From an optimization exercise on the open Yosys and OpenROAD flow, aimed at small area, a short achievable clock period and few clock cycles; shortcuts taken in it are not production practice.
Where RTL was checked, it was by simulation tests only, not by an equivalence proof against the original.
Power figures rest on the tool's default switching activity, not on a simulated workload.

==> flow/design.v (excerpt) <==
module st7032_encoder (
    input  wire        clk,
    input  wire        rst,         
    input  wire        cmd_valid,
    output reg         cmd_ready,
    input  wire [15:0] cmd_word,
    input  wire [15:0] cmd_len,
    input  wire        pay_valid,
    output wire        pay_ready,
    input  wire [7:0]  pay_data,
    output reg         rsp_valid,
    output reg  [2:0]  rsp_result,
    output wire [7:0]  rsp_data,
    output wire [3:0]  rsp_step,
    output reg         ev_valid,
    input  wire        ev_ready,
    output wire [2:0]  ev_kind,
    output wire [7:0]  ev_data,
    input  wire        ev_ok,
    input  wire [7:0]  ev_rdata
);
    localparam [2:0] EV_CFG   = 3'd0;
    localparam [2:0] EV_BEGIN = 3'd1;
    localparam [2:0] EV_WRITE = 3'd2;
    localparam [2:0] EV_END   = 3'd3;
    localparam [2:0] EV_REQ   = 3'd4;
    localparam [2:0] EV_WAIT  = 3'd5;
    localparam [2:0] R_OK        = 3'd0;
    localparam [2:0] R_IGNORED   = 3'd1;
    localparam [2:0] R_NOT_READY = 3'd2;
    localparam [2:0] R_BUS_ERROR = 3'd3;
    localparam [2:0] R_READ_FAIL = 3'd4;
    localparam [2:0] R_INVALID   = 3'd5;
    localparam [3:0] S_CFG   = {1'b0, EV_CFG};
    localparam [3:0] S_BEGIN = {1'b0, EV_BEGIN};
    localparam [3:0] S_WSEL  = {1'b0, EV_WRITE};
    localparam [3:0] S_WBYTE = {1'b1, EV_WRITE};
    localparam [3:0] S_END   = {1'b0, EV_END};
    localparam [3:0] S_REQ   = {1'b0, EV_REQ};
    localparam [3:0] S_WAIT  = {1'b0, EV_WAIT};
    reg [3:0]  st;          
    reg [3:0]  op;          
    reg        ready;       
    reg        lines2;      
    reg [7:0]  b;           
    reg [15:0] c;           
    reg        pm;          
    reg        dv;          
    reg        sf;          
    wire busy = !cmd_ready;
    wire is_init  = (op == 4'h0);
    wire is_avail = (op == 4'h1);
    wire is_pseq  = (op == 4'h3);
    wire is_data  = (op[3:1] == 3'b001);
    wire in_write = (st[2:0] == EV_WRITE);
    assign ev_kind   = st[2:0];
    assign ev_data   = b;
    assign pay_ready = (pm && in_write && ev_ready) || (pm && !ev_valid);
    assign rsp_data  = b & {8{dv}};
    assign rsp_step  = ~c[3:0] & {4{sf}};
    wire [3:0] w_op = cmd_word[15:12];
    wire [2:0] w_f  = cmd_word[10:8];
    wire [7:0] w_a  = cmd_word[7:0];
    reg w_invalid;
    always @(*) begin
        case (w_op)
  ...
clock: 4.0 ns
lec_check: 0
cap_margin: 20
core_margin: 2
core_utilization: 40
setup_slack_margin: 2.0
slew_margin: 20
standard.sh (not shown) runs the stock make flow with config.mk's settings and CLKGATE_MAP_FILE= SYNTH_SCRIPT=/design/flow/synth_recipe.tcl, a recipe that flattens the netlist after the stock synthesis.
==> flow/flow/run.sh <==
#!/bin/bash
set -euo pipefail
cd "$(dirname "$0")/.."
export BUFFER_PORTS_ARGS="-buffer_cell sky130_fd_sc_hd__buf_1"
bash standard.sh finish > make_finish.log 2>&1
Rerun with:
- SETUP_SLACK_MARGIN: 2.0 -> 1.5
=> The new run ran to the end with no violations. Final area goes down by roughly a tenth. Via count goes down slightly. First-iteration DRC count goes up by a few percent. Hold slack got worse by 0.0061 ns. Count of clock-buffer cells in the layout goes down by 1. Total power goes down by a few percent. Critical path depth is unchanged. Wire length goes down slightly. Utilization goes down by 5.2 points. Synthesized cell count stays the same.
No run of this note included a check of the RTL's function; only the layout flow was run.

* * *

== north ==
Another version of the RTL of st7032_encoder (not shown whole).
Size in the first run: about 390 cells after synthesis, ~41 flip-flops, ~84 I/O pins, roughly 0.0033 mm² of cells after synthesis.
Settings: LEC_CHECK=0, CAP_MARGIN=20, CORE_MARGIN=2, CORE_UTILIZATION=40, SETUP_SLACK_MARGIN=0, SLEW_MARGIN=20; clock period 4.0 ns.
Scripts as last shown in full above: flow/flow/run.sh
Testbench counts of north, summed over its fixed seeds: cycles 6,320.
Modified inputs, south compared to north
- a deleted SETUP_SLACK_MARGIN that had been 0
==> flow/run.sh (new file) <==
#!/bin/bash
# synth_recipe.tcl (not shown) runs the flow's synth.tcl, then flattens the netlist and writes it again
# the make line also repeats each setting of config.mk as NAME=value (left out here)
make -C /OpenROAD-flow-scripts/flow DESIGN_CONFIG=/design/flow/config.mk WORK_HOME=/design/flow/orfs CLKGATE_MAP_FILE= SYNTH_SCRIPT=/design/flow/synth_recipe.tcl finish
removed: flow/flow/run.sh
removed: flow/standard.sh
==> run notes <==
- Compared north against south; post-synthesis share of cell area spent on full adders, half adders and majority gates within noise.
- south vs north: global-route wire length before repair up
- [diff] aggregate routed wire length, south relative to north: regression
- Compared to north, south shows a narrower setup margin.
- Diff north -> south: clock share of power shrank by 2.1 points, x dimension of the die ~0 delta, leakage power picked up an extra 18%, hold slack down 0.031 ns.
- Delta (south minus north): total of fill cells in the finished design saw a decrease, via count of the first global-routing pass saw an increase, setup violation total in the final timing report saw little to no change.
Edits applied to the flow inputs when going from south to east:
- setting SETUP_SLACK_MARGIN to 1.5 for the first time
==> flow/flow/run.sh (new file) <==
#!/bin/bash
set -euo pipefail
cd "$(dirname "$0")/.."
export BUFFER_PORTS_ARGS="-buffer_cell sky130_fd_sc_hd__buf_1"
bash standard.sh finish > make_finish.log 2>&1
==> flow/standard.sh (new file) <==
#!/bin/bash
# synth_recipe.tcl (not shown) runs the flow's synth.tcl, then flattens the netlist and writes it again
# the make line also repeats each setting of config.mk as NAME=value (left out here)
make -C /OpenROAD-flow-scripts/flow DESIGN_CONFIG=/design/flow/config.mk WORK_HOME=/design/flow/orfs CLKGATE_MAP_FILE= SYNTH_SCRIPT=/design/flow/synth_recipe.tcl "${@:-finish}"
removed: flow/run.sh
## What came out
Number of enable-type register cells in the synthesized netlist: east vs south identical
Comparing east against south, there is no change at all in synthesized flop and latch total.
Relative to south, east improves total power of the final layout.
Final wirelength (east vs. south) increases by a few percent
Setup changes, east to west
==> flow/run.sh (new file) <==
#!/bin/bash
# synth_recipe.tcl (not shown) runs the flow's synth.tcl, then flattens the netlist and writes it again
# the make line also repeats each setting of config.mk as NAME=value (left out here)
make -C /OpenROAD-flow-scripts/flow DESIGN_CONFIG=/design/flow/config.mk WORK_HOME=/design/flow/orfs CLKGATE_MAP_FILE= SYNTH_SCRIPT=/design/flow/synth_recipe.tcl finish
removed: flow/flow/run.sh
removed: flow/standard.sh
==> run notes <==
Compared with east, west shows a clock network power that is 19% lower.
east → west: detailed-route wire length on metal 1 climbed about 14%; count of vias placed by the detailed router climbed about 4.3%.
east vs west, critical path startpoint: c[12] vs c[10]
Diff west and east: wire length on met2 higher in west
Re final wirelength: west is 810 µm up on east.

## port drivers added, routing unchanged
The flow's constraints put no driver on any port. The routed layouts listed below were extracted and timed again, unchanged, in two steps. Step 1 assumes that a clkbuf_16 drives the clock port and a buf_2 every other input. Step 2 times the ports against the registers' clock, not the clock port: input delays grow and output delays shrink by t, the midpoint of the rising clock arrivals with the driver on. Slacks: no drivers / after step 1 / after step 2; pairs: no drivers / after step 1.
| run | t, ns | slack for setup (ns) | pins driven straight from the clock port |
|---|---|---|---|
| the first run of note 1 | 0.333 | 1.605 / 1.555 / 1.286 | 1 |
| the second run of note 1 | 0.328 | 1.503 / 1.483 / 1.224 | 1 |
| north | 0.331 | 0.822 / 0.822 / 0.770 | 1 |
| south | 0.326 | 0.614 / 0.585 / 0.463 | 1 |
| east | 0.331 | 1.286 / 1.256 / 1.211 | 1 |
| west | 0.327 | 1.264 / 1.231 / 1.026 | 1 |
After both steps setup and hold are still met in every run listed. For the first run of note 1, which loses most, drivers alone change the setup slack by -0.050 ns; drivers and shift together by -0.319 ns.
